Background: an optimization exercise with open tools, aiming at small area, a short achievable clock period and few clock cycles per item. Do not read the settings as production practice. At most, simulation tests tie the RTL to the original design; equivalence was not proved. For run 2, only the layout was checked, not whether the RTL still works. Power figures rest on the tool's default switching activity, not on a simulated workload.

==> design/flow/design.v <==
module si4464_rf_encoder #(
    parameter [31:0] FREQ_MIN_HZ    = 32'd400000000,
    parameter [31:0] FREQ_MAX_HZ    = 32'd406000000,
    parameter [31:0] BAND_MID_HZ    = 32'd403000000,
    parameter [7:0]  INT_LOW        = 8'd61,
    parameter [7:0]  INT_HIGH       = 8'd62,
    parameter [31:0] REF_DIVISOR_HZ = 32'd6500000,
    parameter [31:0] XTAL_FREQ_HZ   = 32'd26000000
) (
    input  wire        clk,
    input  wire        rst,         
    input  wire        in_valid,
    output wire        in_ready,
    input  wire [63:0] in_word,     
    input  wire [31:0] in_rb,       
    output reg         out_valid,
    input  wire        out_ready,
    output wire [3:0]  out_status,  
    output wire [2:0]  out_len,     
    output wire [39:0] out_data     
);
    wire [7:0]  opc     = in_word[63:56];
    wire        is_freq = (opc == 8'h11);
    wire        is_dr   = (opc == 8'h12) && (in_word[55:16] == 40'd0);
    wire [31:0] freq_hz = in_word[31:0];
    wire        hi_ok   = (freq_hz[31:28] == 4'd1) &&
                          (freq_hz[27] ? (freq_hz[26:22] == 5'd0) : (freq_hz[26:22] == 5'd31));
    wire [1:0]  osr_sel  = in_rb[27:26];
    wire [25:0] nco_mode = in_rb[25:0];
    wire        q_nz = (nco_mode >= 26'd26000000);     
    wire        q2   = (nco_mode >= 26'd52000000);     
    reg  [1:0]  t_in;
    always @(*) begin
        case (osr_sel)
            2'd1:    t_in = q2 ? 2'd3 : 2'd2;
            2'd2:    t_in = q2 ? 2'd2 : 2'd1;
            default: t_in = q2 ? 2'd1 : 2'd0;
        endcase
    end
    wire [23:0] adj_in = in_word[55:32] | {21'd0, {3{opc[1]}} & {q_nz, t_in}};
    reg         s1_valid;
    reg         s1_freq, s1_dr, s1_hi;
    reg  [21:0] s1_x;
    reg         s1_f27;
    reg  [23:0] s1_adj;
    wire [21:0] x   = s1_x;
    wire [21:0] xn  = ~x;
    wire        f27 = s1_f27;
    wire        s1_band = s1_hi && (s1_f27 ? (s1_x <= 22'd3346816) : (s1_x >= 22'd1541120));
    wire        low = !s1_f27 || (s1_x < 22'd346816);
    wire [23:0] adj = s1_adj;
    wire [15:0] bps   = s1_x[15:0];
    wire [1:0]  t     = s1_adj[1:0];
    wire [18:0] bps_t = {3'd0, bps} << t;
    wire [20:0] dr_a  = {bps_t, 2'b00};
    wire [18:0] dr_b  = bps_t;
    wire        sel_d = s1_dr && s1_adj[2];
    wire        sel_f = !s1_dr;
    wire ha0_s, ha0_c;
    si4464_ha u_ha0 (.a(x[19]), .b(x[17]), .s(ha0_s), .co(ha0_c));
    wire ha1_s, ha1_c;
    si4464_ha u_ha1 (.a(x[20]), .b(x[18]), .s(ha1_s), .co(ha1_c));
    wire ha2_s, ha2_c;
    si4464_ha u_ha2 (.a(x[21]), .b(x[19]), .s(ha2_s), .co(ha2_c));
    wire ha3_s, ha3_c;
    si4464_ha u_ha3 (.a(x[20]), .b(x[16]), .s(ha3_s), .co(ha3_c));
    wire ha4_s, ha4_c;
    si4464_ha u_ha4 (.a(x[21]), .b(x[16]), .s(ha4_s), .co(ha4_c));
    wire ha5_s, ha5_c;
    si4464_ha u_ha5 (.a(x[17]), .b(x[11]), .s(ha5_s), .co(ha5_c));
    wire ha6_s, ha6_c;
    si4464_ha u_ha6 (.a(x[19]), .b(x[13]), .s(ha6_s), .co(ha6_c));
    wire fa0_s, fa0_c;
    si4464_fa u_fa0 (.a(x[16]), .b(x[13]), .c(x[10]), .s(fa0_s), .co(fa0_c));
    wire fa1_s, fa1_c;
    si4464_fa u_fa1 (.a(x[17]), .b(x[14]), .c(x[11]), .s(fa1_s), .co(fa1_c));
    wire ha7_s, ha7_c;
    si4464_ha u_ha7 (.a(x[9]), .b(x[5]), .s(ha7_s), .co(ha7_c));
    wire fa2_s, fa2_c;
    si4464_fa u_fa2 (.a(x[18]), .b(x[15]), .c(x[12]), .s(fa2_s), .co(fa2_c));
    wire fa3_s, fa3_c;
    si4464_fa u_fa3 (.a(x[10]), .b(x[6]), .c(x[1]), .s(fa3_s), .co(fa3_c));
    wire ha8_s, ha8_c;
    assign ha8_s = !xn[4];
    assign ha8_c = xn[4];
    wire fa4_s, fa4_c;
    si4464_fa u_fa4 (.a(x[19]), .b(x[16]), .c(x[13]), .s(fa4_s), .co(fa4_c));
    wire fa5_s, fa5_c;
    si4464_fa u_fa5 (.a(x[11]), .b(x[7]), .c(x[2]), .s(fa5_s), .co(fa5_c));
    wire fa6_s, fa6_c;
    si4464_fa u_fa6 (.a(x[20]), .b(x[17]), .c(x[14]), .s(fa6_s), .co(fa6_c));
    wire fa7_s, fa7_c;
    si4464_fa u_fa7 (.a(x[12]), .b(x[8]), .c(x[3]), .s(fa7_s), .co(fa7_c));
    wire fa8_s, fa8_c;
    si4464_fa u_fa8 (.a(x[21]), .b(x[18]), .c(x[15]), .s(fa8_s), .co(fa8_c));
    wire fa9_s, fa9_c;
    si4464_fa u_fa9 (.a(x[13]), .b(x[9]), .c(x[4]), .s(fa9_s), .co(fa9_c));
    wire fa10_s, fa10_c;
    si4464_fa u_fa10 (.a(x[19]), .b(x[16]), .c(x[14]), .s(fa10_s), .co(fa10_c));
    wire fa11_s, fa11_c;
    si4464_fa u_fa11 (.a(x[10]), .b(x[5]), .c(f27), .s(fa11_s), .co(fa11_c));
    wire fa12_s, fa12_c;
    si4464_fa u_fa12 (.a(x[20]), .b(x[17]), .c(x[15]), .s(fa12_s), .co(fa12_c));
    wire fa13_s, fa13_c;
    si4464_fa u_fa13 (.a(x[11]), .b(x[6]), .c(x[0]), .s(fa13_s), .co(fa13_c));
    wire ha9_s, ha9_c;
    assign ha9_s = !xn[9];
    assign ha9_c = xn[9];
    wire fa14_s, fa14_c;
    si4464_fa u_fa14 (.a(x[21]), .b(x[18]), .c(x[16]), .s(fa14_s), .co(fa14_c));
    wire fa15_s, fa15_c;
    si4464_fa u_fa15 (.a(x[12]), .b(x[7]), .c(x[1]), .s(fa15_s), .co(fa15_c));
    wire fa16_s, fa16_c;
    assign fa16_s = !(xn[10] ^ xn[3]);
    assign fa16_c = xn[10] | xn[3];
    wire fa17_s, fa17_c;
    si4464_fa u_fa17 (.a(x[13]), .b(x[8]), .c(x[2]), .s(fa17_s), .co(fa17_c));
    wire fa18_s, fa18_c;
    assign fa18_s = !(x[0] ^ f27);
    assign fa18_c = x[0] | f27;
    wire fa19_s, fa19_c;
    si4464_fa u_fa19 (.a(xn[11]), .b(xn[4]), .c(ha0_s), .s(fa19_s), .co(fa19_c));
    wire fa20_s, fa20_c;
    si4464_fa u_fa20 (.a(x[14]), .b(x[9]), .c(x[3]), .s(fa20_s), .co(fa20_c));
    wire fa21_s, fa21_c;
    assign fa21_s = !(x[1] ^ xn[12]);
    assign fa21_c = x[1] | xn[12];
    wire fa22_s, fa22_c;
    si4464_fa u_fa22 (.a(xn[5]), .b(ha1_s), .c(ha0_c), .s(fa22_s), .co(fa22_c));
    wire fa23_s, fa23_c;
    si4464_fa u_fa23 (.a(x[15]), .b(x[10]), .c(x[4]), .s(fa23_s), .co(fa23_c));
    wire fa24_s, fa24_c;
    si4464_fa u_fa24 (.a(x[2]), .b(x[0]), .c(xn[13]), .s(fa24_s), .co(fa24_c));
    wire fa25_s, fa25_c;
    si4464_fa u_fa25 (.a(xn[6]), .b(ha2_s), .c(ha1_c), .s(fa25_s), .co(fa25_c));
    wire fa26_s, fa26_c;
    si4464_fa u_fa26 (.a(x[11]), .b(x[5]), .c(x[3]), .s(fa26_s), .co(fa26_c));
    wire fa27_s, fa27_c;
    si4464_fa u_fa27 (.a(x[1]), .b(f27), .c(xn[14]), .s(fa27_s), .co(fa27_c));
    wire fa28_s, fa28_c;
    si4464_fa u_fa28 (.a(xn[7]), .b(ha3_s), .c(ha2_c), .s(fa28_s), .co(fa28_c));
    wire fa29_s, fa29_c;
    si4464_fa u_fa29 (.a(x[21]), .b(x[17]), .c(x[12]), .s(fa29_s), .co(fa29_c));
    wire fa30_s, fa30_c;
    si4464_fa u_fa30 (.a(x[6]), .b(x[4]), .c(x[2]), .s(fa30_s), .co(fa30_c));
    wire fa31_s, fa31_c;
    si4464_fa u_fa31 (.a(xn[15]), .b(xn[8]), .c(ha3_c), .s(fa31_s), .co(fa31_c));
    wire fa32_s, fa32_c;
    si4464_fa u_fa32 (.a(x[18]), .b(x[13]), .c(x[7]), .s(fa32_s), .co(fa32_c));
    wire fa33_s, fa33_c;
    si4464_fa u_fa33 (.a(x[5]), .b(x[3]), .c(x[0]), .s(fa33_s), .co(fa33_c));
    wire fa34_s, fa34_c;
    si4464_fa u_fa34 (.a(f27), .b(xn[16]), .c(xn[9]), .s(fa34_s), .co(fa34_c));
    wire fa35_s, fa35_c;
    si4464_fa u_fa35 (.a(x[19]), .b(x[14]), .c(x[8]), .s(fa35_s), .co(fa35_c));
    wire fa36_s, fa36_c;
    si4464_fa u_fa36 (.a(x[6]), .b(x[4]), .c(x[1]), .s(fa36_s), .co(fa36_c));
    wire fa37_s, fa37_c;
    assign fa37_s = !(xn[17] ^ xn[10]);
    assign fa37_c = xn[17] | xn[10];
    wire fa38_s, fa38_c;
    si4464_fa u_fa38 (.a(x[20]), .b(x[15]), .c(x[9]), .s(fa38_s), .co(fa38_c));
    wire fa39_s, fa39_c;
    si4464_fa u_fa39 (.a(x[7]), .b(x[5]), .c(x[2]), .s(fa39_s), .co(fa39_c));
    wire fa40_s, fa40_c;
    si4464_fa u_fa40 (.a(x[0]), .b(xn[18]), .c(xn[11]), .s(fa40_s), .co(fa40_c));
    wire fa41_s, fa41_c;
    si4464_fa u_fa41 (.a(x[10]), .b(x[8]), .c(x[6]), .s(fa41_s), .co(fa41_c));
    wire fa42_s, fa42_c;
    assign fa42_s = !(x[3] ^ x[1]);
    assign fa42_c = x[3] | x[1];
    wire fa43_s, fa43_c;
    si4464_fa u_fa43 (.a(xn[19]), .b(xn[12]), .c(ha4_s), .s(fa43_s), .co(fa43_c));
    wire fa44_s, fa44_c;
    si4464_fa u_fa44 (.a(x[9]), .b(x[7]), .c(x[4]), .s(fa44_s), .co(fa44_c));
    wire fa45_s, fa45_c;
    si4464_fa u_fa45 (.a(x[2]), .b(f27), .c(xn[20]), .s(fa45_s), .co(fa45_c));
    wire fa46_s, fa46_c;
    si4464_fa u_fa46 (.a(xn[13]), .b(ha5_s), .c(ha4_c), .s(fa46_s), .co(fa46_c));
    wire fa47_s, fa47_c;
    si4464_fa u_fa47 (.a(x[18]), .b(x[12]), .c(x[10]), .s(fa47_s), .co(fa47_c));
    wire fa48_s, fa48_c;
    si4464_fa u_fa48 (.a(x[8]), .b(x[5]), .c(x[3]), .s(fa48_s), .co(fa48_c));
    wire fa49_s, fa49_c;
    si4464_fa u_fa49 (.a(xn[21]), .b(xn[14]), .c(ha5_c), .s(fa49_s), .co(fa49_c));
    wire fa50_s, fa50_c;
    si4464_fa u_fa50 (.a(x[11]), .b(x[9]), .c(x[6]), .s(fa50_s), .co(fa50_c));
    wire fa51_s, fa51_c;
    si4464_fa u_fa51 (.a(x[4]), .b(!f27), .c(adj[0]), .s(fa51_s), .co(fa51_c));
    wire fa52_s, fa52_c;
    assign fa52_s = !(xn[15] ^ ha6_s);
    assign fa52_c = xn[15] | ha6_s;
    wire fa53_s, fa53_c;
    si4464_fa u_fa53 (.a(x[20]), .b(x[14]), .c(x[12]), .s(fa53_s), .co(fa53_c));
    wire fa54_s, fa54_c;
    si4464_fa u_fa54 (.a(x[10]), .b(x[7]), .c(x[5]), .s(fa54_s), .co(fa54_c));
    wire fa55_s, fa55_c;
    si4464_fa u_fa55 (.a(adj[1]), .b(xn[16]), .c(ha6_c), .s(fa55_s), .co(fa55_c));
    wire fa56_s, fa56_c;
    si4464_fa u_fa56 (.a(x[21]), .b(x[15]), .c(x[13]), .s(fa56_s), .co(fa56_c));
    wire fa57_s, fa57_c;
    si4464_fa u_fa57 (.a(x[11]), .b(x[8]), .c(x[6]), .s(fa57_s), .co(fa57_c));
    wire ha10_s, ha10_c;
    si4464_ha u_ha10 (.a(adj[2]), .b(xn[17]), .s(ha10_s), .co(ha10_c));
    wire fa58_s, fa58_c;
    si4464_fa u_fa58 (.a(x[16]), .b(x[14]), .c(x[12]), .s(fa58_s), .co(fa58_c));
    wire fa59_s, fa59_c;
    si4464_fa u_fa59 (.a(x[9]), .b(x[7]), .c(f27), .s(fa59_s), .co(fa59_c));
    wire ha11_s, ha11_c;
    si4464_ha u_ha11 (.a(adj[3]), .b(xn[18]), .s(ha11_s), .co(ha11_c));
    wire fa60_s, fa60_c;
    si4464_fa u_fa60 (.a(x[17]), .b(x[15]), .c(x[13]), .s(fa60_s), .co(fa60_c));
    wire fa61_s, fa61_c;
    si4464_fa u_fa61 (.a(x[10]), .b(x[8]), .c(adj[4]), .s(fa61_s), .co(fa61_c));
    wire ha12_s, ha12_c;
    assign ha12_s = !xn[19];
    assign ha12_c = xn[19];
    wire fa62_s, fa62_c;
    si4464_fa u_fa62 (.a(x[18]), .b(x[16]), .c(x[14]), .s(fa62_s), .co(fa62_c));
    wire fa63_s, fa63_c;
    si4464_fa u_fa63 (.a(x[11]), .b(x[9]), .c(adj[5]), .s(fa63_s), .co(fa63_c));
    wire ha13_s, ha13_c;
    assign ha13_s = !xn[20];
    assign ha13_c = xn[20];
    wire fa64_s, fa64_c;
    si4464_fa u_fa64 (.a(x[19]), .b(x[17]), .c(x[15]), .s(fa64_s), .co(fa64_c));
    wire fa65_s, fa65_c;
    si4464_fa u_fa65 (.a(x[12]), .b(x[10]), .c(adj[6]), .s(fa65_s), .co(fa65_c));
    wire fa66_s, fa66_c;
    si4464_fa u_fa66 (.a(x[20]), .b(x[18]), .c(x[16]), .s(fa66_s), .co(fa66_c));
    wire ha14_s, ha14_c;
    si4464_ha u_ha14 (.a(x[13]), .b(x[11]), .s(ha14_s), .co(ha14_c));
    wire fa67_s, fa67_c;
    si4464_fa u_fa67 (.a(x[21]), .b(x[19]), .c(x[17]), .s(fa67_s), .co(fa67_c));
    wire ha15_s, ha15_c;
    si4464_ha u_ha15 (.a(x[20]), .b(x[18]), .s(ha15_s), .co(ha15_c));
    wire fa68_s, fa68_c;
    si4464_fa u_fa68 (.a(x[8]), .b(x[4]), .c(!f27), .s(fa68_s), .co(fa68_c));
    wire fa69_s, fa69_c;
    assign fa69_s = !(x[0] ^ xn[3]);
    assign fa69_c = x[0] | xn[3];
    wire ha16_s, ha16_c;
    si4464_ha u_ha16 (.a(ha7_s), .b(fa0_c), .s(ha16_s), .co(ha16_c));
    wire fa70_s, fa70_c;
    si4464_fa u_fa70 (.a(ha8_s), .b(ha7_c), .c(fa1_c), .s(fa70_s), .co(fa70_c));
    wire fa71_s, fa71_c;
    si4464_fa u_fa71 (.a(fa2_s), .b(fa3_s), .c(!low), .s(fa71_s), .co(fa71_c));
    wire fa72_s, fa72_c;
    si4464_fa u_fa72 (.a(xn[5]), .b(ha8_c), .c(fa2_c), .s(fa72_s), .co(fa72_c));
    wire fa73_s, fa73_c;
    si4464_fa u_fa73 (.a(fa3_c), .b(fa4_s), .c(fa5_s), .s(fa73_s), .co(fa73_c));
    wire fa74_s, fa74_c;
    assign fa74_s = !(xn[6] ^ fa4_c);
    assign fa74_c = xn[6] | fa4_c;
    wire fa75_s, fa75_c;
    si4464_fa u_fa75 (.a(fa5_c), .b(fa6_s), .c(fa7_s), .s(fa75_s), .co(fa75_c));
    wire fa76_s, fa76_c;
    si4464_fa u_fa76 (.a(xn[7]), .b(xn[0]), .c(fa6_c), .s(fa76_s), .co(fa76_c));
    wire fa77_s, fa77_c;
    si4464_fa u_fa77 (.a(fa7_c), .b(fa8_s), .c(fa9_s), .s(fa77_s), .co(fa77_c));
    wire fa78_s, fa78_c;
    si4464_fa u_fa78 (.a(xn[8]), .b(xn[1]), .c(fa8_c), .s(fa78_s), .co(fa78_c));
    wire fa79_s, fa79_c;
    si4464_fa u_fa79 (.a(fa9_c), .b(fa10_s), .c(fa11_s), .s(fa79_s), .co(fa79_c));
    wire fa80_s, fa80_c;
    si4464_fa u_fa80 (.a(xn[2]), .b(ha9_s), .c(fa10_c), .s(fa80_s), .co(fa80_c));
    wire fa81_s, fa81_c;
    si4464_fa u_fa81 (.a(fa11_c), .b(fa12_s), .c(fa13_s), .s(fa81_s), .co(fa81_c));
    wire fa82_s, fa82_c;
    si4464_fa u_fa82 (.a(ha9_c), .b(fa16_s), .c(fa12_c), .s(fa82_s), .co(fa82_c));
    wire fa83_s, fa83_c;
    si4464_fa u_fa83 (.a(fa13_c), .b(fa14_s), .c(fa15_s), .s(fa83_s), .co(fa83_c));
    wire fa84_s, fa84_c;
    si4464_fa u_fa84 (.a(fa18_s), .b(fa16_c), .c(fa14_c), .s(fa84_s), .co(fa84_c));
    wire fa85_s, fa85_c;
    si4464_fa u_fa85 (.a(fa15_c), .b(fa17_s), .c(fa19_s), .s(fa85_s), .co(fa85_c));
    wire fa86_s, fa86_c;
    si4464_fa u_fa86 (.a(fa18_c), .b(fa21_s), .c(fa17_c), .s(fa86_s), .co(fa86_c));
    wire fa87_s, fa87_c;
    si4464_fa u_fa87 (.a(fa20_s), .b(fa19_c), .c(fa22_s), .s(fa87_s), .co(fa87_c));
    wire fa88_s, fa88_c;
    si4464_fa u_fa88 (.a(fa21_c), .b(fa20_c), .c(fa23_s), .s(fa88_s), .co(fa88_c));
    wire fa89_s, fa89_c;
    si4464_fa u_fa89 (.a(fa24_s), .b(fa22_c), .c(fa25_s), .s(fa89_s), .co(fa89_c));
    wire fa90_s, fa90_c;
    si4464_fa u_fa90 (.a(fa23_c), .b(fa26_s), .c(fa24_c), .s(fa90_s), .co(fa90_c));
    wire fa91_s, fa91_c;
    si4464_fa u_fa91 (.a(fa27_s), .b(fa25_c), .c(fa28_s), .s(fa91_s), .co(fa91_c));
    wire fa92_s, fa92_c;
    si4464_fa u_fa92 (.a(fa26_c), .b(fa29_s), .c(fa30_s), .s(fa92_s), .co(fa92_c));
    wire fa93_s, fa93_c;
    si4464_fa u_fa93 (.a(fa27_c), .b(fa28_c), .c(fa31_s), .s(fa93_s), .co(fa93_c));
    wire fa94_s, fa94_c;
    si4464_fa u_fa94 (.a(fa29_c), .b(fa30_c), .c(fa32_s), .s(fa94_s), .co(fa94_c));
    wire fa95_s, fa95_c;
    si4464_fa u_fa95 (.a(fa33_s), .b(fa34_s), .c(fa31_c), .s(fa95_s), .co(fa95_c));
    wire fa96_s, fa96_c;
    si4464_fa u_fa96 (.a(fa37_s), .b(fa32_c), .c(fa33_c), .s(fa96_s), .co(fa96_c));
    wire fa97_s, fa97_c;
    si4464_fa u_fa97 (.a(fa35_s), .b(fa36_s), .c(fa34_c), .s(fa97_s), .co(fa97_c));
    wire fa98_s, fa98_c;
    si4464_fa u_fa98 (.a(fa37_c), .b(fa35_c), .c(fa36_c), .s(fa98_s), .co(fa98_c));
    wire fa99_s, fa99_c;
    si4464_fa u_fa99 (.a(fa38_s), .b(fa39_s), .c(fa40_s), .s(fa99_s), .co(fa99_c));
    wire fa100_s, fa100_c;
    si4464_fa u_fa100 (.a(fa42_s), .b(fa38_c), .c(fa39_c), .s(fa100_s), .co(fa100_c));
    wire fa101_s, fa101_c;
    si4464_fa u_fa101 (.a(fa41_s), .b(fa40_c), .c(fa43_s), .s(fa101_s), .co(fa101_c));
    wire fa102_s, fa102_c;
    si4464_fa u_fa102 (.a(fa42_c), .b(fa41_c), .c(fa44_s), .s(fa102_s), .co(fa102_c));
    wire fa103_s, fa103_c;
    si4464_fa u_fa103 (.a(fa45_s), .b(fa43_c), .c(fa46_s), .s(fa103_s), .co(fa103_c));
    wire fa104_s, fa104_c;
    si4464_fa u_fa104 (.a(fa44_c), .b(fa47_s), .c(fa48_s), .s(fa104_s), .co(fa104_c));
    wire fa105_s, fa105_c;
    si4464_fa u_fa105 (.a(fa45_c), .b(fa46_c), .c(fa49_s), .s(fa105_s), .co(fa105_c));
    wire fa106_s, fa106_c;
    si4464_fa u_fa106 (.a(fa47_c), .b(fa48_c), .c(fa50_s), .s(fa106_s), .co(fa106_c));
    wire fa107_s, fa107_c;
    si4464_fa u_fa107 (.a(fa51_s), .b(fa52_s), .c(fa49_c), .s(fa107_s), .co(fa107_c));
    wire fa108_s, fa108_c;
    si4464_fa u_fa108 (.a(fa50_c), .b(fa51_c), .c(fa53_s), .s(fa108_s), .co(fa108_c));
    wire fa109_s, fa109_c;
    si4464_fa u_fa109 (.a(fa54_s), .b(fa52_c), .c(fa55_s), .s(fa109_s), .co(fa109_c));
    wire fa110_s, fa110_c;
    si4464_fa u_fa110 (.a(ha10_s), .b(fa53_c), .c(fa54_c), .s(fa110_s), .co(fa110_c));
    wire fa111_s, fa111_c;
    si4464_fa u_fa111 (.a(fa56_s), .b(fa57_s), .c(fa55_c), .s(fa111_s), .co(fa111_c));
    wire fa112_s, fa112_c;
    si4464_fa u_fa112 (.a(ha11_s), .b(ha10_c), .c(fa56_c), .s(fa112_s), .co(fa112_c));
    wire fa113_s, fa113_c;
    si4464_fa u_fa113 (.a(fa57_c), .b(fa58_s), .c(fa59_s), .s(fa113_s), .co(fa113_c));
    wire fa114_s, fa114_c;
    si4464_fa u_fa114 (.a(ha12_s), .b(ha11_c), .c(fa58_c), .s(fa114_s), .co(fa114_c));
    wire fa115_s, fa115_c;
    si4464_fa u_fa115 (.a(fa59_c), .b(fa60_s), .c(fa61_s), .s(fa115_s), .co(fa115_c));
    wire fa116_s, fa116_c;
    si4464_fa u_fa116 (.a(ha12_c), .b(ha13_s), .c(fa60_c), .s(fa116_s), .co(fa116_c));
    wire fa117_s, fa117_c;
    si4464_fa u_fa117 (.a(fa61_c), .b(fa62_s), .c(fa63_s), .s(fa117_s), .co(fa117_c));
    wire fa118_s, fa118_c;
    si4464_fa u_fa118 (.a(xn[21]), .b(ha13_c), .c(fa62_c), .s(fa118_s), .co(fa118_c));
    wire fa119_s, fa119_c;
    si4464_fa u_fa119 (.a(fa63_c), .b(fa64_s), .c(fa65_s), .s(fa119_s), .co(fa119_c));
    wire fa120_s, fa120_c;
    si4464_fa u_fa120 (.a(!f27), .b(adj[7]), .c(ha14_s), .s(fa120_s), .co(fa120_c));
    wire fa121_s, fa121_c;
    si4464_fa u_fa121 (.a(fa64_c), .b(fa65_c), .c(fa66_s), .s(fa121_s), .co(fa121_c));
    wire fa122_s, fa122_c;
    si4464_fa u_fa122 (.a(x[14]), .b(x[12]), .c(adj[8]), .s(fa122_s), .co(fa122_c));
    wire fa123_s, fa123_c;
    si4464_fa u_fa123 (.a(ha14_c), .b(fa66_c), .c(fa67_s), .s(fa123_s), .co(fa123_c));
    wire fa124_s, fa124_c;
    si4464_fa u_fa124 (.a(x[15]), .b(x[13]), .c(f27), .s(fa124_s), .co(fa124_c));
    wire fa125_s, fa125_c;
    si4464_fa u_fa125 (.a(adj[9]), .b(ha15_s), .c(fa67_c), .s(fa125_s), .co(fa125_c));
    wire fa126_s, fa126_c;
    si4464_fa u_fa126 (.a(x[21]), .b(x[19]), .c(x[16]), .s(fa126_s), .co(fa126_c));
    wire fa127_s, fa127_c;
    si4464_fa u_fa127 (.a(x[14]), .b(adj[10]), .c(ha15_c), .s(fa127_s), .co(fa127_c));
    wire fa128_s, fa128_c;
    si4464_fa u_fa128 (.a(x[20]), .b(x[17]), .c(x[15]), .s(fa128_s), .co(fa128_c));
    wire fa129_s, fa129_c;
    assign fa129_s = !(f27 ^ adj[11]);
    assign fa129_c = f27 | adj[11];
    wire fa130_s, fa130_c;
    si4464_fa u_fa130 (.a(x[21]), .b(x[18]), .c(x[16]), .s(fa130_s), .co(fa130_c));
    wire fa131_s, fa131_c;
    si4464_fa u_fa131 (.a(x[19]), .b(x[17]), .c(f27), .s(fa131_s), .co(fa131_c));
    wire ha17_s, ha17_c;
    si4464_ha u_ha17 (.a(x[20]), .b(x[18]), .s(ha17_s), .co(ha17_c));
    wire ha18_s, ha18_c;
    assign ha18_s = !xn[2];
    assign ha18_c = xn[2];
    wire fa132_s, fa132_c;
    si4464_fa u_fa132 (.a(fa69_s), .b(fa68_c), .c(fa1_s), .s(fa132_s), .co(fa132_c));
    wire fa133_s, fa133_c;
    si4464_fa u_fa133 (.a(fa69_c), .b(ha16_c), .c(fa70_s), .s(fa133_s), .co(fa133_c));
    wire fa134_s, fa134_c;
    si4464_fa u_fa134 (.a(fa70_c), .b(fa72_s), .c(fa73_s), .s(fa134_s), .co(fa134_c));
    wire fa135_s, fa135_c;
    si4464_fa u_fa135 (.a(fa74_s), .b(fa72_c), .c(fa73_c), .s(fa135_s), .co(fa135_c));
    wire fa136_s, fa136_c;
    si4464_fa u_fa136 (.a(fa74_c), .b(fa76_s), .c(fa75_c), .s(fa136_s), .co(fa136_c));
    wire fa137_s, fa137_c;
    si4464_fa u_fa137 (.a(fa76_c), .b(fa78_s), .c(fa77_c), .s(fa137_s), .co(fa137_c));
    wire fa138_s, fa138_c;
    si4464_fa u_fa138 (.a(fa78_c), .b(fa80_s), .c(fa79_c), .s(fa138_s), .co(fa138_c));
    wire fa139_s, fa139_c;
    si4464_fa u_fa139 (.a(fa80_c), .b(fa82_s), .c(fa81_c), .s(fa139_s), .co(fa139_c));
    wire fa140_s, fa140_c;
    si4464_fa u_fa140 (.a(fa82_c), .b(fa84_s), .c(fa83_c), .s(fa140_s), .co(fa140_c));
    wire fa141_s, fa141_c;
    si4464_fa u_fa141 (.a(fa84_c), .b(fa86_s), .c(fa85_c), .s(fa141_s), .co(fa141_c));
    wire fa142_s, fa142_c;
    si4464_fa u_fa142 (.a(fa86_c), .b(fa88_s), .c(fa87_c), .s(fa142_s), .co(fa142_c));
    wire fa143_s, fa143_c;
    si4464_fa u_fa143 (.a(fa88_c), .b(fa90_s), .c(fa89_c), .s(fa143_s), .co(fa143_c));
    wire fa144_s, fa144_c;
    si4464_fa u_fa144 (.a(fa92_s), .b(fa90_c), .c(fa91_c), .s(fa144_s), .co(fa144_c));
    wire fa145_s, fa145_c;
    si4464_fa u_fa145 (.a(fa92_c), .b(fa94_s), .c(fa95_s), .s(fa145_s), .co(fa145_c));
    wire fa146_s, fa146_c;
    si4464_fa u_fa146 (.a(fa96_s), .b(fa94_c), .c(fa97_s), .s(fa146_s), .co(fa146_c));
    wire fa147_s, fa147_c;
    si4464_fa u_fa147 (.a(fa96_c), .b(fa98_s), .c(fa97_c), .s(fa147_s), .co(fa147_c));
    wire fa148_s, fa148_c;
    si4464_fa u_fa148 (.a(fa98_c), .b(fa100_s), .c(fa99_c), .s(fa148_s), .co(fa148_c));
    wire fa149_s, fa149_c;
    si4464_fa u_fa149 (.a(fa100_c), .b(fa102_s), .c(fa101_c), .s(fa149_s), .co(fa149_c));
    wire fa150_s, fa150_c;
    si4464_fa u_fa150 (.a(fa102_c), .b(fa104_s), .c(fa103_c), .s(fa150_s), .co(fa150_c));
    wire fa151_s, fa151_c;
    si4464_fa u_fa151 (.a(fa104_c), .b(fa106_s), .c(fa107_s), .s(fa151_s), .co(fa151_c));
    wire fa152_s, fa152_c;
    si4464_fa u_fa152 (.a(fa106_c), .b(fa108_s), .c(fa107_c), .s(fa152_s), .co(fa152_c));
    wire fa153_s, fa153_c;
    si4464_fa u_fa153 (.a(fa110_s), .b(fa108_c), .c(fa111_s), .s(fa153_s), .co(fa153_c));
    wire fa154_s, fa154_c;
    si4464_fa u_fa154 (.a(fa110_c), .b(fa112_s), .c(fa113_s), .s(fa154_s), .co(fa154_c));
    wire fa155_s, fa155_c;
    si4464_fa u_fa155 (.a(fa112_c), .b(fa114_s), .c(fa113_c), .s(fa155_s), .co(fa155_c));
    wire fa156_s, fa156_c;
    si4464_fa u_fa156 (.a(fa114_c), .b(fa116_s), .c(fa115_c), .s(fa156_s), .co(fa156_c));
    wire fa157_s, fa157_c;
    si4464_fa u_fa157 (.a(fa116_c), .b(fa118_s), .c(fa117_c), .s(fa157_s), .co(fa157_c));
    wire fa158_s, fa158_c;
    si4464_fa u_fa158 (.a(fa120_s), .b(fa118_c), .c(fa119_c), .s(fa158_s), .co(fa158_c));
    wire fa159_s, fa159_c;
    si4464_fa u_fa159 (.a(fa122_s), .b(fa120_c), .c(fa121_c), .s(fa159_s), .co(fa159_c));
    wire fa160_s, fa160_c;
    si4464_fa u_fa160 (.a(fa122_c), .b(fa124_s), .c(fa125_s), .s(fa160_s), .co(fa160_c));
    wire fa161_s, fa161_c;
    si4464_fa u_fa161 (.a(fa124_c), .b(fa126_s), .c(fa127_s), .s(fa161_s), .co(fa161_c));
    wire fa162_s, fa162_c;
    si4464_fa u_fa162 (.a(fa129_s), .b(fa126_c), .c(fa128_s), .s(fa162_s), .co(fa162_c));
    wire fa163_s, fa163_c;
    si4464_fa u_fa163 (.a(adj[12]), .b(fa129_c), .c(fa128_c), .s(fa163_s), .co(fa163_c));
    wire fa164_s, fa164_c;
    assign fa164_s = !(adj[13] ^ fa130_c);
    assign fa164_c = adj[13] | fa130_c;
    wire fa165_s, fa165_c;
    assign fa165_s = !(adj[14] ^ ha17_s);
    assign fa165_c = adj[14] | ha17_s;
    wire fa166_s, fa166_c;
    si4464_fa u_fa166 (.a(x[21]), .b(x[19]), .c(adj[15]), .s(fa166_s), .co(fa166_c));
    wire ha19_s, ha19_c;
    si4464_ha u_ha19 (.a(x[20]), .b(f27), .s(ha19_s), .co(ha19_c));
    wire ha20_s, ha20_c;
    si4464_ha u_ha20 (.a(x[21]), .b(adj[17]), .s(ha20_s), .co(ha20_c));
    wire ha21_s, ha21_c;
    si4464_ha u_ha21 (.a(ha18_s), .b(fa68_s), .s(ha21_s), .co(ha21_c));
    wire fa167_s, fa167_c;
    si4464_fa u_fa167 (.a(ha18_c), .b(ha16_s), .c(fa132_s), .s(fa167_s), .co(fa167_c));
    wire fa168_s, fa168_c;
    si4464_fa u_fa168 (.a(fa132_c), .b(fa71_s), .c(fa133_s), .s(fa168_s), .co(fa168_c));
    wire fa169_s, fa169_c;
    si4464_fa u_fa169 (.a(fa71_c), .b(fa133_c), .c(fa134_s), .s(fa169_s), .co(fa169_c));
    wire fa170_s, fa170_c;
    si4464_fa u_fa170 (.a(fa75_s), .b(fa135_s), .c(fa134_c), .s(fa170_s), .co(fa170_c));
    wire fa171_s, fa171_c;
    si4464_fa u_fa171 (.a(fa77_s), .b(fa135_c), .c(fa136_s), .s(fa171_s), .co(fa171_c));
    wire fa172_s, fa172_c;
    si4464_fa u_fa172 (.a(fa79_s), .b(fa136_c), .c(fa137_s), .s(fa172_s), .co(fa172_c));
    wire fa173_s, fa173_c;
    si4464_fa u_fa173 (.a(fa81_s), .b(fa137_c), .c(fa138_s), .s(fa173_s), .co(fa173_c));
    wire fa174_s, fa174_c;
    si4464_fa u_fa174 (.a(fa83_s), .b(fa138_c), .c(fa139_s), .s(fa174_s), .co(fa174_c));
    wire fa175_s, fa175_c;
    si4464_fa u_fa175 (.a(fa85_s), .b(fa139_c), .c(fa140_s), .s(fa175_s), .co(fa175_c));
    wire fa176_s, fa176_c;
    si4464_fa u_fa176 (.a(fa87_s), .b(fa140_c), .c(fa141_s), .s(fa176_s), .co(fa176_c));
    wire fa177_s, fa177_c;
    si4464_fa u_fa177 (.a(fa89_s), .b(fa141_c), .c(fa142_s), .s(fa177_s), .co(fa177_c));
    wire fa178_s, fa178_c;
    si4464_fa u_fa178 (.a(fa91_s), .b(fa142_c), .c(fa143_s), .s(fa178_s), .co(fa178_c));
    wire fa179_s, fa179_c;
    si4464_fa u_fa179 (.a(fa93_s), .b(fa143_c), .c(fa144_s), .s(fa179_s), .co(fa179_c));
    wire fa180_s, fa180_c;
    si4464_fa u_fa180 (.a(fa93_c), .b(fa144_c), .c(fa145_s), .s(fa180_s), .co(fa180_c));
    wire fa181_s, fa181_c;
    si4464_fa u_fa181 (.a(fa95_c), .b(fa146_s), .c(fa145_c), .s(fa181_s), .co(fa181_c));
    wire fa182_s, fa182_c;
    si4464_fa u_fa182 (.a(fa99_s), .b(fa147_s), .c(fa146_c), .s(fa182_s), .co(fa182_c));
    wire fa183_s, fa183_c;
    si4464_fa u_fa183 (.a(fa101_s), .b(fa147_c), .c(fa148_s), .s(fa183_s), .co(fa183_c));
    wire fa184_s, fa184_c;
    si4464_fa u_fa184 (.a(fa103_s), .b(fa148_c), .c(fa149_s), .s(fa184_s), .co(fa184_c));
    wire fa185_s, fa185_c;
    si4464_fa u_fa185 (.a(fa105_s), .b(fa149_c), .c(fa150_s), .s(fa185_s), .co(fa185_c));
    wire fa186_s, fa186_c;
    si4464_fa u_fa186 (.a(fa105_c), .b(fa150_c), .c(fa151_s), .s(fa186_s), .co(fa186_c));
    wire fa187_s, fa187_c;
    si4464_fa u_fa187 (.a(fa109_s), .b(fa152_s), .c(fa151_c), .s(fa187_s), .co(fa187_c));
    wire fa188_s, fa188_c;
    si4464_fa u_fa188 (.a(fa109_c), .b(fa152_c), .c(fa153_s), .s(fa188_s), .co(fa188_c));
    wire fa189_s, fa189_c;
    si4464_fa u_fa189 (.a(fa111_c), .b(fa154_s), .c(fa153_c), .s(fa189_s), .co(fa189_c));
    wire fa190_s, fa190_c;
    si4464_fa u_fa190 (.a(fa115_s), .b(fa155_s), .c(fa154_c), .s(fa190_s), .co(fa190_c));
    wire fa191_s, fa191_c;
    si4464_fa u_fa191 (.a(fa117_s), .b(fa155_c), .c(fa156_s), .s(fa191_s), .co(fa191_c));
    wire fa192_s, fa192_c;
    si4464_fa u_fa192 (.a(fa119_s), .b(fa156_c), .c(fa157_s), .s(fa192_s), .co(fa192_c));
    wire fa193_s, fa193_c;
    si4464_fa u_fa193 (.a(fa121_s), .b(fa157_c), .c(fa158_s), .s(fa193_s), .co(fa193_c));
    wire fa194_s, fa194_c;
    si4464_fa u_fa194 (.a(fa123_s), .b(fa158_c), .c(fa159_s), .s(fa194_s), .co(fa194_c));
    wire fa195_s, fa195_c;
    si4464_fa u_fa195 (.a(fa123_c), .b(fa159_c), .c(fa160_s), .s(fa195_s), .co(fa195_c));
    wire fa196_s, fa196_c;
    si4464_fa u_fa196 (.a(fa125_c), .b(fa161_s), .c(fa160_c), .s(fa196_s), .co(fa196_c));
    wire fa197_s, fa197_c;
    si4464_fa u_fa197 (.a(fa127_c), .b(fa162_s), .c(fa161_c), .s(fa197_s), .co(fa197_c));
    wire fa198_s, fa198_c;
    si4464_fa u_fa198 (.a(fa130_s), .b(fa163_s), .c(fa162_c), .s(fa198_s), .co(fa198_c));
    wire fa199_s, fa199_c;
    si4464_fa u_fa199 (.a(fa131_s), .b(fa164_s), .c(fa163_c), .s(fa199_s), .co(fa199_c));
    wire fa200_s, fa200_c;
    si4464_fa u_fa200 (.a(fa131_c), .b(fa165_s), .c(fa164_c), .s(fa200_s), .co(fa200_c));
    wire fa201_s, fa201_c;
    si4464_fa u_fa201 (.a(ha17_c), .b(fa166_s), .c(fa165_c), .s(fa201_s), .co(fa201_c));
    wire fa202_s, fa202_c;
    si4464_fa u_fa202 (.a(adj[16]), .b(ha19_s), .c(fa166_c), .s(fa202_s), .co(fa202_c));
    wire fa203_s, fa203_c;
    assign fa203_s = !(ha20_s ^ ha19_c);
    assign fa203_c = ha20_s | ha19_c;
    wire fa204_s, fa204_c;
    si4464_fa u_fa204 (.a(f27), .b(adj[18]), .c(ha20_c), .s(fa204_s), .co(fa204_c));
    wire fa205_s, fa205_c;
    assign fa205_s = !(adj[19] ^ low);
    assign fa205_c = adj[19] | low;
    wire ha22_s, ha22_c;
    assign ha22_s = !adj[20];
    assign ha22_c = adj[20];
    wire ha23_s, ha23_c;
    assign ha23_s = !adj[21];
    assign ha23_c = adj[21];
    wire ha24_s, ha24_c;
    assign ha24_s = !adj[22];
    assign ha24_c = adj[22];
    wire g0 = ha21_s & fa0_s;
    wire p0 = ha21_s | fa0_s;
    wire g1 = fa167_s & ha21_c;
    wire p1 = fa167_s | ha21_c;
    wire g2 = fa168_s & fa167_c;
    wire p2 = fa168_s | fa167_c;
    wire g3 = fa169_s & fa168_c;
    wire p3 = fa169_s | fa168_c;
    wire g4 = fa170_s & fa169_c;
    wire p4 = fa170_s | fa169_c;
    wire g5 = fa171_s & fa170_c;
    wire p5 = fa171_s | fa170_c;
    wire g6 = fa172_s & fa171_c;
    wire p6 = fa172_s | fa171_c;
    wire g7 = fa173_s & fa172_c;
    wire p7 = fa173_s | fa172_c;
    wire g8 = fa174_s & fa173_c;
    wire p8 = fa174_s | fa173_c;
    wire g9 = fa175_s & fa174_c;
    wire p9 = fa175_s | fa174_c;
    wire g10 = fa176_s & fa175_c;
    wire p10 = fa176_s | fa175_c;
    wire g11 = fa177_s & fa176_c;
    wire p11 = fa177_s | fa176_c;
    wire g12 = fa178_s & fa177_c;
    wire p12 = fa178_s | fa177_c;
    wire g13 = fa179_s & fa178_c;
    wire p13 = fa179_s | fa178_c;
    wire g14 = fa180_s & fa179_c;
    wire p14 = fa180_s | fa179_c;
    wire g15 = fa181_s & fa180_c;
    wire p15 = fa181_s | fa180_c;
    wire g16 = fa182_s & fa181_c;
    wire p16 = fa182_s | fa181_c;
    wire g17 = fa183_s & fa182_c;
    wire p17 = fa183_s | fa182_c;
    wire g18 = fa184_s & fa183_c;
    wire p18 = fa184_s | fa183_c;
    wire g19 = fa185_s & fa184_c;
    wire p19 = fa185_s | fa184_c;
    wire a20 = (sel_f & fa186_s) | (sel_d & dr_a[0]);
    wire b20 = (sel_f & fa185_c) | (sel_d & dr_b[0]);
    wire a21 = (sel_f & fa187_s) | (sel_d & dr_a[1]);
    wire b21 = (sel_f & fa186_c) | (sel_d & dr_b[1]);
    wire a22 = (sel_f & fa188_s) | (sel_d & dr_a[2]);
    wire b22 = (sel_f & fa187_c) | (sel_d & dr_b[2]);
    wire a23 = (sel_f & fa189_s) | (sel_d & dr_a[3]);
    wire b23 = (sel_f & fa188_c) | (sel_d & dr_b[3]);
    wire a24 = (sel_f & fa190_s) | (sel_d & dr_a[4]);
    wire b24 = (sel_f & fa189_c) | (sel_d & dr_b[4]);
    wire a25 = (sel_f & fa191_s) | (sel_d & dr_a[5]);
    wire b25 = (sel_f & fa190_c) | (sel_d & dr_b[5]);
    wire a26 = (sel_f & fa192_s) | (sel_d & dr_a[6]);
    wire b26 = (sel_f & fa191_c) | (sel_d & dr_b[6]);
    wire a27 = (sel_f & fa193_s) | (sel_d & dr_a[7]);
    wire b27 = (sel_f & fa192_c) | (sel_d & dr_b[7]);
    wire a28 = (sel_f & fa194_s) | (sel_d & dr_a[8]);
    wire b28 = (sel_f & fa193_c) | (sel_d & dr_b[8]);
    wire a29 = (sel_f & fa195_s) | (sel_d & dr_a[9]);
    wire b29 = (sel_f & fa194_c) | (sel_d & dr_b[9]);
    wire a30 = (sel_f & fa196_s) | (sel_d & dr_a[10]);
    wire b30 = (sel_f & fa195_c) | (sel_d & dr_b[10]);
    wire a31 = (sel_f & fa197_s) | (sel_d & dr_a[11]);
    wire b31 = (sel_f & fa196_c) | (sel_d & dr_b[11]);
    wire a32 = (sel_f & fa198_s) | (sel_d & dr_a[12]);
    wire b32 = (sel_f & fa197_c) | (sel_d & dr_b[12]);
    wire a33 = (sel_f & fa199_s) | (sel_d & dr_a[13]);
    wire b33 = (sel_f & fa198_c) | (sel_d & dr_b[13]);
    wire a34 = (sel_f & fa200_s) | (sel_d & dr_a[14]);
    wire b34 = (sel_f & fa199_c) | (sel_d & dr_b[14]);
    wire a35 = (sel_f & fa201_s) | (sel_d & dr_a[15]);
    wire b35 = (sel_f & fa200_c) | (sel_d & dr_b[15]);
    wire a36 = (sel_f & fa202_s) | (sel_d & dr_a[16]);
    wire b36 = (sel_f & fa201_c) | (sel_d & dr_b[16]);
    wire a37 = (sel_f & fa203_s) | (sel_d & dr_a[17]);
    wire b37 = (sel_f & fa202_c) | (sel_d & dr_b[17]);
    wire a38 = (sel_f & fa204_s) | (sel_d & dr_a[18]);
    wire b38 = (sel_f & fa203_c) | (sel_d & dr_b[18]);
    wire a39 = (sel_f & fa205_s) | (sel_d & dr_a[19]);
    wire b39 = (sel_f & fa204_c) | (sel_d & 1'b0);
    wire a40 = (sel_f & ha22_s) | (sel_d & dr_a[20]);
    wire b40 = (sel_f & fa205_c) | (sel_d & 1'b0);
    wire a41 = (sel_f & ha23_s) | (sel_d & 1'b0);
    wire b41 = (sel_f & ha22_c) | (sel_d & 1'b0);
    wire a42 = ha24_s;
    wire b42 = ha23_c;
    wire a43 = !adj[23];
    wire b43 = ha24_c;
    wire a44 = 1'b1;
    wire b44 = 1'b0;
    wire m0_g = g1 | (p1 & g0);
    wire m1_g = g2 | (p2 & m0_g);
    wire m2_g = g4 | (p4 & g3);
    wire m2_p = p4 & p3;
    wire m3_g = m2_g | (m2_p & m1_g);
    wire m4_g = g6 | (p6 & g5);
    wire m4_p = p6 & p5;
    wire m5_g = g7 | (p7 & m4_g);
    wire m5_p = p7 & m4_p;
    wire m6_g = g9 | (p9 & g8);
    wire m6_p = p9 & p8;
    wire m7_g = m6_g | (m6_p & m5_g);
    wire m7_p = m6_p & m5_p;
    wire m8_g = m7_g | (m7_p & m3_g);
    wire m9_g = g11 | (p11 & g10);
    wire m9_p = p11 & p10;
    wire m10_g = g12 | (p12 & m9_g);
    wire m10_p = p12 & m9_p;
    wire m11_g = g14 | (p14 & g13);
    wire m11_p = p14 & p13;
    wire m12_g = m11_g | (m11_p & m10_g);
    wire m12_p = m11_p & m10_p;
    wire m13_g = g16 | (p16 & g15);
    wire m13_p = p16 & p15;
    wire m14_g = g17 | (p17 & m13_g);
    wire m14_p = p17 & m13_p;
    wire m15_g = g19 | (p19 & g18);
    wire m15_p = p19 & p18;
    wire m16_g = m15_g | (m15_p & m14_g);
    wire m16_p = m15_p & m14_p;
    wire m17_g = m16_g | (m16_p & m12_g);
    wire m17_p = m16_p & m12_p;
    wire m18_g = m17_g | (m17_p & m8_g);
    wire c20 = sel_f & m18_g;
    wire s20, c21;
    si4464_fa u_r20 (.a(a20), .b(b20), .c(c20), .s(s20), .co(c21));
    wire s21, c22;
    si4464_fa u_r21 (.a(a21), .b(b21), .c(c21), .s(s21), .co(c22));
    wire s22, c23;
    si4464_fa u_r22 (.a(a22), .b(b22), .c(c22), .s(s22), .co(c23));
    wire s23, c24;
    si4464_fa u_r23 (.a(a23), .b(b23), .c(c23), .s(s23), .co(c24));
    wire s24, c25;
    si4464_fa u_r24 (.a(a24), .b(b24), .c(c24), .s(s24), .co(c25));
    wire s25, c26;
    si4464_fa u_r25 (.a(a25), .b(b25), .c(c25), .s(s25), .co(c26));
    wire s26, c27;
    si4464_fa u_r26 (.a(a26), .b(b26), .c(c26), .s(s26), .co(c27));
    wire s27, c28;
    si4464_fa u_r27 (.a(a27), .b(b27), .c(c27), .s(s27), .co(c28));
    wire s28, c29;
    si4464_fa u_r28 (.a(a28), .b(b28), .c(c28), .s(s28), .co(c29));
    wire s29, c30;
    si4464_fa u_r29 (.a(a29), .b(b29), .c(c29), .s(s29), .co(c30));
    wire s30, c31;
    si4464_fa u_r30 (.a(a30), .b(b30), .c(c30), .s(s30), .co(c31));
    wire s31, c32;
    si4464_fa u_r31 (.a(a31), .b(b31), .c(c31), .s(s31), .co(c32));
    wire s32, c33;
    si4464_fa u_r32 (.a(a32), .b(b32), .c(c32), .s(s32), .co(c33));
    wire s33, c34;
    si4464_fa u_r33 (.a(a33), .b(b33), .c(c33), .s(s33), .co(c34));
    wire s34, c35;
    si4464_fa u_r34 (.a(a34), .b(b34), .c(c34), .s(s34), .co(c35));
    wire s35, c36;
    si4464_fa u_r35 (.a(a35), .b(b35), .c(c35), .s(s35), .co(c36));
    wire s36, c37;
    si4464_fa u_r36 (.a(a36), .b(b36), .c(c36), .s(s36), .co(c37));
    wire s37, c38;
    si4464_fa u_r37 (.a(a37), .b(b37), .c(c37), .s(s37), .co(c38));
    wire s38, c39;
    si4464_fa u_r38 (.a(a38), .b(b38), .c(c38), .s(s38), .co(c39));
    wire s39, c40;
    si4464_fa u_r39 (.a(a39), .b(b39), .c(c39), .s(s39), .co(c40));
    wire s40, c41;
    si4464_fa u_r40 (.a(a40), .b(b40), .c(c40), .s(s40), .co(c41));
    wire s41, c42;
    si4464_fa u_r41 (.a(a41), .b(b41), .c(c41), .s(s41), .co(c42));
    wire s42, c43;
    si4464_fa u_r42 (.a(a42), .b(b42), .c(c42), .s(s42), .co(c43));
    wire s43, c44;
    si4464_fa u_r43 (.a(a43), .b(b43), .c(c43), .s(s43), .co(c44));
    wire s44 = a44 ^ b44 ^ c44;
    wire [24:0] sum = {s44, s43, s42, s41, s40, s39, s38, s37, s36, s35, s34, s33, s32, s31, s30, s29, s28, s27, s26, s25, s24, s23, s22, s21, s20};
    wire        f_ok = s1_freq && s1_band && !sum[24];
    wire [1:0]  res_kind = f_ok ? 2'd0 : s1_dr ? 2'd1 : s1_freq ? 2'd2 : 2'd3;
    wire [26:0] res = {res_kind, !low, sum[23:0]};
    reg [26:0] h, k;
    reg        h_fok, h_nfok, h_dok, h_ndok, h_ok, h_fbad, h_ill;
    reg        k_valid, in_rdy;
    assign in_ready = in_rdy;
    wire take   = out_valid && out_ready;
    wire accept = in_valid && in_rdy;
    wire full   = out_valid && k_valid;
    wire move   = s1_valid && !full;        
    wire s1_en  = !(s1_valid && full);      
    wire h_en   = !out_valid || take;
    wire s1_valid_nx = s1_en ? accept : 1'b1;
    wire out_valid_nx = h_en ? (k_valid || move) : 1'b1;
    wire k_valid_nx = k_valid ? !take : (move && out_valid && !take);
    always @(posedge clk) begin
        if (rst) begin
            s1_valid  <= 1'b0;
            out_valid <= 1'b0;
            k_valid   <= 1'b0;
            in_rdy    <= 1'b1;
        end else begin
            s1_valid  <= s1_valid_nx;
            out_valid <= out_valid_nx;
            k_valid   <= k_valid_nx;
            in_rdy    <= !(s1_valid_nx && out_valid_nx && k_valid_nx);
        end
    end
    always @(posedge clk) begin
        if (s1_en) begin
            s1_freq <= is_freq;
            s1_dr   <= is_dr;
            s1_hi   <= hi_ok;
            s1_x    <= freq_hz[21:0];
            s1_f27  <= freq_hz[27];
            s1_adj  <= adj_in;
        end
    end
    wire [26:0] h_src  = k_valid ? k : res;
    wire [1:0]  h_kind = h_src[26:25];
    always @(posedge clk) begin
        if (!k_valid) k <= res;
        if (h_en) begin
            h      <= h_src;
            h_fok  <= (h_kind == 2'd0);
            h_nfok <= (h_kind != 2'd0);
            h_dok  <= (h_kind == 2'd1);
            h_ndok <= (h_kind != 2'd1);
            h_ok   <= !h_kind[1];
            h_fbad <= (h_kind == 2'd2);
            h_ill  <= (h_kind == 2'd3);
        end
    end
    wire        r_nhi  = h[24];
    wire [23:0] v      = h[23:0];
    assign out_status = {h_ill, h_ill, h_fbad, !h_ok};
    assign out_len    = {h_fok, h_dok, h_ok};
    assign out_data[39:32] = {1'b0, h_dok && v[21], h_fok || (h_dok && v[20]),
                              h_fok || (h_dok && v[19]), h_fok || (h_dok && v[18]),
                              h_fok || (h_dok && v[17]), h_dok && v[16],
                              (h_fok && r_nhi) || (h_dok && v[15])};
    assign out_data[31:24] = h_dok ? v[14:7] : 8'd0;
    assign out_data[23:16] = (h_fok ? v[23:16] : 8'd0) | (!h_ndok ? {v[6:0], 1'b0} : 8'd0);
    assign out_data[15:0]  = !h_nfok ? v[15:0] : 16'd0;
endmodule
module si4464_fa (input wire a, input wire b, input wire c,
                  output wire s, output wire co);
    assign s  = a ^ b ^ c;
    assign co = (a & b) | (a & c) | (b & c);
endmodule
module si4464_ha (input wire a, input wire b, output wire s, output wire co);
    assign s  = a ^ b;
    assign co = a & b;
endmodule
==> design/flow/flow/run.sh <==
#!/bin/bash
# The standard layout: the standard.sh runs every ORFS step from
# synthesis to finish (its output is in standard.log, each tool's own log in
# orfs/logs/). Settings that differ from the defaults:
#  - the buffer ORFS puts on every input and output port is buf_1, the
#    smallest buffer, instead of clkdlybuf4s50_1;
#  - clock tree synthesis uses clkbuf_8 below a clkbuf_16 root and inserts
#    no dummy loads;
set -euo pipefail
export BUFFER_PORTS_ARGS="-buffer_cell sky130_fd_sc_hd__buf_1"
export CTS_ARGS="-sink_clustering_enable -repair_clock_nets -dont_use_dummy_load -buf_list sky130_fd_sc_hd__clkbuf_8 -root_buf sky130_fd_sc_hd__clkbuf_16"
export PRE_GLOBAL_PLACE_TCL="$PWD/flow/pre_gpl.tcl"
bash standard.sh > standard.log 2>&1
==> design/flow/flow/pre_gpl.tcl <==
# run before global placement: remove the buffers synthesis inserted
remove_buffers
==> design/flow/standard.sh <==
#!/bin/bash
# synth_recipe.tcl (not shown) runs the flow's synth.tcl, then flattens the netlist and writes it again
# the make line also repeats each setting of config.mk as NAME=value (left out here)
make -C /OpenROAD-flow-scripts/flow DESIGN_CONFIG=/design/flow/config.mk WORK_HOME=/design/flow/orfs CLKGATE_MAP_FILE= SYNTH_SCRIPT=/design/flow/synth_recipe.tcl "${@:-finish}"
==> design/flow/config.mk <==
export PLATFORM = sky130hd
export DESIGN_NAME = si4464_rf_encoder
export DESIGN_NICKNAME = si4464_rf_encoder
export VERILOG_FILES = /design/flow/design.v
export SDC_FILE = /design/flow/constraint.sdc
export NUM_CORES = 4
export LEC_CHECK = 0
export CAP_MARGIN = 20
export CORE_MARGIN = 2
export CORE_UTILIZATION = 40
export GPL_TIMING_DRIVEN = 0
export PLACE_DENSITY = 0.6
export SLEW_MARGIN = 20
export SYNTH_HIERARCHICAL = 1
==> design/flow/constraint.sdc <==
create_clock -name core_clock -period 70.0 [get_ports {clk}]
set_input_delay 14.0000 -clock core_clock [delete_from_list [all_inputs] [get_ports {clk}]]
set_output_delay 14.0000 -clock core_clock [all_outputs]
set_load 0.01 [all_outputs]
==> results of run 1 <==
==> worst max-delay path by stage <==
stage | slack [ps] | endpoint | start | cells past startpoint
floorplan | 54770 | h[0] | out_ready | 1
global placement | 54310 | h[0] | out_ready | 2
detailed placement | 54360 | s1_dr | in_word[57] | 4
CTS | 54570 | out_data[5] | h_nfok | 2
global route | 54380 | h_fok | s1_x[9] | 38
finish | 54610 | out_data[5] | h_nfok | 2
==> cell usage in the layout, fill, tap and decap left out, drive strengths merged, types with 4 or more instances in the layout <==
cell type / count
mux2: 25
nand2: 26
fa: 217
nand3: 6
inv: 102
nand4: 5
nor3: 7
nor2b: 14
and3: 5
ha: 32
a31oi: 8
nor2: 28
nor4: 12
and2: 13
o22a: 13
dfxtp: 31
o21ai: 56
mux2i: 13
a22oi: 4
edfxtp: 82
o22ai: 8
buf: 143
a21o: 6
a21oi: 15
clkbuf: 17
nand2b: 4
a211oi: 6
==> metal layers <==
layer / GRT usage [%] / share of wire [%]
met1: 27.8 / 46
met2: 29.9 / 46
met3: 4.85 / 7.0
met4: 4.03 / 0.77
met5: 0 / 0.040
==> cells by family after synthesis <==
logic type | count (synthesis)
other cells | 1
compound gates | 138
buf+inv | 125
fa+ha+maj | 249
flops | 113
mux | 38
simple gates | 134
==> modules after synthesis, one instance, submodules excluded <==
module             area [um2]  copies in the design
si4464_fa                20.0                   217
si4464_ha                12.5                    17
si4464_rf_encoder        5800                     1
==> metrics by stage <==
stage	total power, mW	area, um2
floorplan	0.271	10400
global placement	0.337	11200
detailed placement	0.345	11300
CTS	0.391	11500
global route	0.427	11500
finish	0.387	11500
==> cells in the mapped netlist, drive strengths merged (3+ instances only) <==
master,instances
fa,217
inv,102
edfxtp,82
o21ai,56
ha,32
dfxtp,31
nor2,28
nand2,26
mux2,25
a21oi,15
nor2b,14
and2,13
mux2i,13
o22a,13
clkbuf,12
nor4,12
buf,11
a31oi,8
o22ai,8
nor3,7
a211oi,6
a21o,6
nand3,6
and3,5
nand4,5
a22oi,4
nand2b,4
nor4b,3
o2111a,3
or4,3
==> power breakdown <==
group	switching, mW	internal [mW]	leakage (nW)	total, mW
clock network	0.0219	0.0227	0.127	0.0446
registers	0.0111	0.101	1.13	0.112
logic	0.123	0.108	3.25	0.231
total	0.156	0.231	4.50	0.387
==> area by class of cell <==
| cell class | instances | area [um2] | area share (%) |
|---|---|---|---|
| clock buffer | 17 | 245 | 2.13 |
| inverter | 102 | 383 | 3.32 |
| multi-input combinational | 560 | 6790 | 58.9 |
| sequential | 113 | 3080 | 26.7 |
| tap | 330 | 413 | 3.58 |
| timing repair buffer | 143 | 621 | 5.38 |
==> sequential cells by signal, indices dropped and copies added, names as in the netlist <==
name / count
h_dok: 1
s1_hi: 1
h_nfok: 1
h_ndok: 1
s1_freq: 1
k_valid: 1
h_ill: 1
k: 27
h_ok: 1
h: 25
h_fbad: 1
in_rdy: 1
s1_f27: 1
s1_dr: 1
out_valid: 1
s1_adj: 24
s1_x: 22
h_fok: 1
s1_valid: 1
==> metrics.yaml, run 1 <==
status: "complete, no violations"
synth-compound-area-share_pct: 8.71
post_cts_buffers: 0
rr_startpoint: "s1_x[9]"
drtAntennaViolNets: 0
fill_cells: 2364
place_congestion: 0.852
worst_setup_path_end_kind: "output pin"
worstSetupPathType: "reg2out"
crit_buf_inv: 1
first_pass_iters: 4
cts.sinks: 113
startpoint_type: "flop"
antenna_cells: 0
postSynth.topFlopCell: "edfxtp_1"
ys_seq_area_share_pct: 29.8
drive_gt1_share_pct: 5.35
grt_max_degree: 53
antenna_found_initial: 2
via_per_inst: 5.28
vias: 6683
grt_pass1_wl_mm: 38.7
hold_start: "k[4]"
hold-worst-slack_ps: 464
yosys.area.top_type_share_pct: 41.9
rr_worst_depth: 38
dp_slack_ps: 54360
async_flop_share_pct: 0
layout.nets: 1286
setup_viol: 0
worstReg2RegEnd: "h_fok"
crit_path_top_delay_cell: "edfxtp_1"
die_h_um: 165
clock-root-buffer: "clkbuf_16"
synth_top_area_cell: "fa_1"
syn-num-nets: 1147
ctsHoldBuffers: 0
whs_endpoint: "k[4]"
drt-initial-drc-count: 420
slowest_delay_ps: 620
htree_levels: 4
post_cts_resized: 0
path_cells: "nor2_1 -> buf_1"
placementRows: 58
drc_errors: 0
io_pins: 149
worstPathArrival_ps: 1390
hold_class: "reg2reg"
grt_overflow: 0
reg2reg_slack_ps: 55000
synth_area_leaders: "fa_1 42%, edfxtp_1 24%, dfxtp_1 6.0%, ha_1 3.9%, inv_1 3.7%"
clk_latency_ps: 370
syn_area_um2: 10400
period_share_pct: 22.0
area_growth_pct: 11.4
synthSimpleGateAreaFrac_pct: 6.92
grt_pass1_vias: 6985
hold_viol: 0
synthAdderAreaFrac_pct: 45.8
rsz0062_at_grt: "false"
required_ps: 56000
die_w_um: 165
io_buffers: 136
fmax_mhz: 65.0
final_util_pct: 45.6
hpwl_mm: 19.4
track_usage_pct: 19.3
period_needed_ps: 15390
core_area_um2: 25300
ys_ff_latch: 113
cellPowerDensity_nw_per_um2: 33.6
layout.cells.non_filler: 1265
routed_wl_mm: 24.7
synth_edf_count: 82
synth_top_family_by_area: "adder cells"
synthXorXnorAreaFrac_pct: 0
clock_path_buffers: 2
tightest_slew_ps: 1110
maxCapViolCount: 0
cts.clk_slew.worst_paths_ps: 70
clock-skew-final_ps: 39.0
cpLargestDelayFamily: "flip-flops"
start_util_pct: 40.9
routedWlPerCell_um: 19.5
crit_path_max_fanout: 16
cts_tree: "yes"
dp.cells: 1246
leakagePower_nw: 4.50
fin_setup_tns_ps: 0
ys_types: 60
min_path_cells: 1
synthMuxAreaShare_pct: 3.97
postSynthCellCount: 798
synth.avg_cell_area_um2: 13.0
maxSlewViolCount: 0
slew_headroom_pct: 26.1
vdd_drop_max_mv: 0.0182
yosys_warnings: 7
cts_made_buffers: 17
setup_ws_ps: 54610
dieArea_um2: 27200
Testbench counts, summed over its fixed seeds: cycles 16,016, items 16,000.
==> inputs of run 2 (changes only) <==
--- a/design/flow/design.v
+++ b/design/flow/design.v
@@ -39,3 +39,3 @@
     end
-    wire [23:0] adj_in = in_word[55:32] | {21'd0, {3{opc[1]}} & {q_nz, t_in}};
+    wire [23:0] adj_in = opc[1] ? {21'd0, q_nz, t_in} : in_word[55:32];
     reg         s1_valid;
@@ -719,3 +719,3 @@
     reg [26:0] h, k;
-    reg        h_fok, h_nfok, h_dok, h_ndok, h_ok, h_fbad, h_ill;
+    reg        h_fok, h_nfok, h_dok, h_ndok, h_fbad;
     reg        k_valid, in_rdy;
@@ -764,5 +764,3 @@
             h_ndok <= (h_kind != 2'd1);
-            h_ok   <= !h_kind[1];
             h_fbad <= (h_kind == 2'd2);
-            h_ill  <= (h_kind == 2'd3);
         end
@@ -771,4 +769,6 @@
     wire [23:0] v      = h[23:0];
-    assign out_status = {h_ill, h_ill, h_fbad, !h_ok};
-    assign out_len    = {h_fok, h_dok, h_ok};
+    wire        r_nok = h_nfok && h_ndok;           
+    wire        r_ill = r_nok && !h_fbad;
+    assign out_status = {r_ill, r_ill, h_fbad, r_nok};
+    assign out_len    = {h_fok, h_dok, !r_nok};
     assign out_data[39:32] = {1'b0, h_dok && v[21], h_fok || (h_dok && v[20]),
==> design/flow/flow/run.sh (replaced) <==
#!/bin/bash
# The standard layout: the standard.sh runs every ORFS step from
# synthesis to finish (its output is in standard.log, each tool's own log in
# orfs/logs/). Two settings differ from the defaults:
#  - the buffer ORFS puts on every input and output port is buf_1, the
#    smallest buffer, instead of clkdlybuf4s50_1;
#  - clock tree synthesis uses clkbuf_8 below a clkbuf_16 root and inserts
#    no dummy loads.
set -euo pipefail
export BUFFER_PORTS_ARGS="-buffer_cell sky130_fd_sc_hd__buf_1"
export CTS_ARGS="-sink_clustering_enable -repair_clock_nets -dont_use_dummy_load -buf_list sky130_fd_sc_hd__clkbuf_8 -root_buf sky130_fd_sc_hd__clkbuf_16"
bash standard.sh > standard.log 2>&1
--- a/design/flow/config.mk
+++ b/design/flow/config.mk
@@ -10,3 +10,2 @@
 export CORE_UTILIZATION = 40
-export GPL_TIMING_DRIVEN = 0
 export PLACE_DENSITY = 0.6
removed: design/flow/flow/pre_gpl.tcl
==> run 2 against run 1 <==
Sequential share of layout area decreased by 0.89 points; critical path type unchanged; clock power about the same; largest power group unchanged; still clean on timing, DRC and antenna; count of clock-buffer cells in the layout decreased by 8; synthesized area increased by 1.2%.
==> metrics.yaml, run 2 <==
grt_pass1_wl_mm: 40.4  # was 38.7 mm
tightest_slew_ps: 990  # was 1110 ps
fmax_mhz: 64.3  # was 65.0 MHz
crit_buf_inv: 1  # unchanged
rsz0062_at_grt: "false"  # unchanged
postSynthCellCount: 824  # was 798
crit_path_max_fanout: 17  # was 16
dieArea_um2: 27500  # was 27200 um2
cts_tree: "yes"  # unchanged
syn_area_um2: 10500  # was 10400 um2
core_area_um2: 25900  # was 25300 um2
htree_levels: 3  # was 4
via_per_inst: 5.23  # was 5.28
fin_area_um2: 11700  # was 11500 um2
yosys.area.top_type_share_pct: 41.4  # was 41.9%
clk_latency_ps: 370  # about the same
final_common_cell: "fa_1"  # unchanged
ys_types: 59  # was 60
synth.avg_cell_area_um2: 12.7  # was 13.0 um2
postSynth.topFlopCell: "edfxtp_1"  # unchanged
reg_top3: "k (27), h (25), s1_adj (24)"  # unchanged
crit_path_top_delay_cell: "edfxtp_1"  # unchanged
ctsHoldBuffers: 0  # unchanged
grt_max_degree: 53  # unchanged
cpLargestDelayFamily: "flip-flops"  # unchanged
worst_setup_path_end_kind: "output pin"  # unchanged
cellPowerDensity_nw_per_um2: 32.1  # was 33.6 nW/um2
layout.nets: 1321  # was 1286
maxSlewViolCount: 0  # unchanged
place_congestion: 0.857  # was 0.852
period_needed_ps: 15550  # was 15390 ps
worstSetupPathType: "reg2out"  # unchanged
synth_common_cells: "217 x fa_1, 103 x inv_1, 80 x edfxtp_1"  # was 217 x fa_1, 101 x inv_1, 82 x edfxtp_1
start_util_pct: 40.5  # was 40.9%
slew_headroom_pct: 34.0  # was 26.1%
grt_overflow: 0  # unchanged
period_share_pct: 22.2  # was 22.0%
synth.most_common_cell: "fa_1"  # unchanged
first_pass_iters: 5  # was 4
hold_viol: 0  # unchanged
synth_top_area_cell: "fa_1"  # unchanged
clock_path_buffers: 2  # unchanged
vdd_drop_max_mv: 0.0160  # was 0.0182 mV
clock-root-buffer: "clkbuf_16"  # unchanged
path_cells: "nand2_1 -> nor2_1 -> buf_1"  # was nor2_1 -> buf_1
fin_setup_tns_ps: 0  # unchanged
largest_reg_flops: 27  # unchanged
worstPathArrival_ps: 1550  # was 1390 ps
slowest_delay_ps: 680  # was 620 ps
post_cts_resized: 0  # unchanged
layout_common_cells: "217 x fa_1, 143 x buf_1, 103 x inv_1"  # was 217 x fa_1, 136 x buf_1, 101 x inv_1
syn-num-nets: 1173  # was 1147
placementRows: 59  # was 58
largest-register: "k"  # unchanged
ys_ff_latch: 111  # was 113
routed_wl_mm: 25.1  # was 24.7 mm
setup_viol: 0  # unchanged
leakagePower_nw: 4.54  # was 4.50 nW
die_h_um: 166  # was 165 um
grt_pass1_vias: 7377  # was 6985
hold_class: "reg2reg"  # unchanged
drt-initial-drc-count: 380  # was 420
hpwl_mm: 19.1  # was 19.4 mm
detailed_place.area_um2: 11500  # was 11300 um2
routedWlPerCell_um: 19.2  # was 19.5 um
status: "complete, no violations"  # unchanged
required_ps: 56000  # about the same
vias: 6831  # was 6683
synth_edf_count: 80  # was 82
async_flop_share_pct: 0  # unchanged
drive_gt1_share_pct: 6.19  # was 5.35%
## run 2: cell type report
class	count	area share, %
Clock buffer	9	1.92
Inverter	103	3.30
Multi-Input combinational cell	583	59.4
Sequential cell	111	25.8
Tap cell	335	3.58
Timing Repair Buffer	164	5.94
## run 2: per-stage QoR
stage | util, % | instances | setup slack [ps]
after floorplan | - | 824 | 54800
after global placement | 44.3 | 1296 | 54570
after detailed placement | 44.3 | 1296 | 54500
after CTS | 45.2 | 1305 | 54420
after global routing | 45.2 | 1305 | 54250
final | 45.2 | 1305 | 54450
## run 2: worst paths after layout
| check | startpoint | endpoint | slack [ps] | cells after the start |
|---|---|---|---|---|
| worst max register to register | s1_f27 | h_ndok | 55330 | 39 |
| worst min-delay path | k[2] | k[2] | 470 | 1 |
| worst max-delay path | h_nfok | out_status[2] | 54450 | 3 |
| worst min register to register | k[2] | k[2] | 470 | 1 |
## run 2: Yosys stat by module (local to each module, per instance)
module             area [um2]  times used
si4464_fa                20.0         217
si4464_ha                12.5          17
si4464_rf_encoder        5930           1
## run 2: per-layer routing
layer	vias to the layer above	routed length, um	share of wire [%]	global-route usage, %
li1	3097	-	-	-
met2	229	12700	51	33.3
met5	-	0	0	0
met1	3485	10600	42	24.7
met3	20	1550	6.2	3.91
met4	0	286	1.1	3.86
## run 2: worst reg2reg max path, delay by kind of cell (launching register included)
kind / cells / cell delay, ps
DFF: 1 / 900
AOI/OAI and AO/OA: 7 / 1390
buffers and inverters: 2 / 620
adders and majority gates: 28 / 11290
and+or+nand+nor: 2 / 240
## run 2: cell families after synthesis
| group | share of synthesized area [%] |
|---|---|
| AOI/OAI and AO/OA | 8.83 |
| adders and majority gates | 45.3 |
| buffers and inverters | 4.93 |
| DFF | 28.8 |
| muxes | 4.13 |
| other | 0.0358 |
| and+or+nand+nor | 7.91 |
## run 2: where the power goes
part	switching, mW	internal, mW	total (mW)
Sequential	0.00782	0.0998	0.108
Combinational	0.115	0.108	0.223
Clock	0.0219	0.0228	0.0447
Total	0.145	0.230	0.375
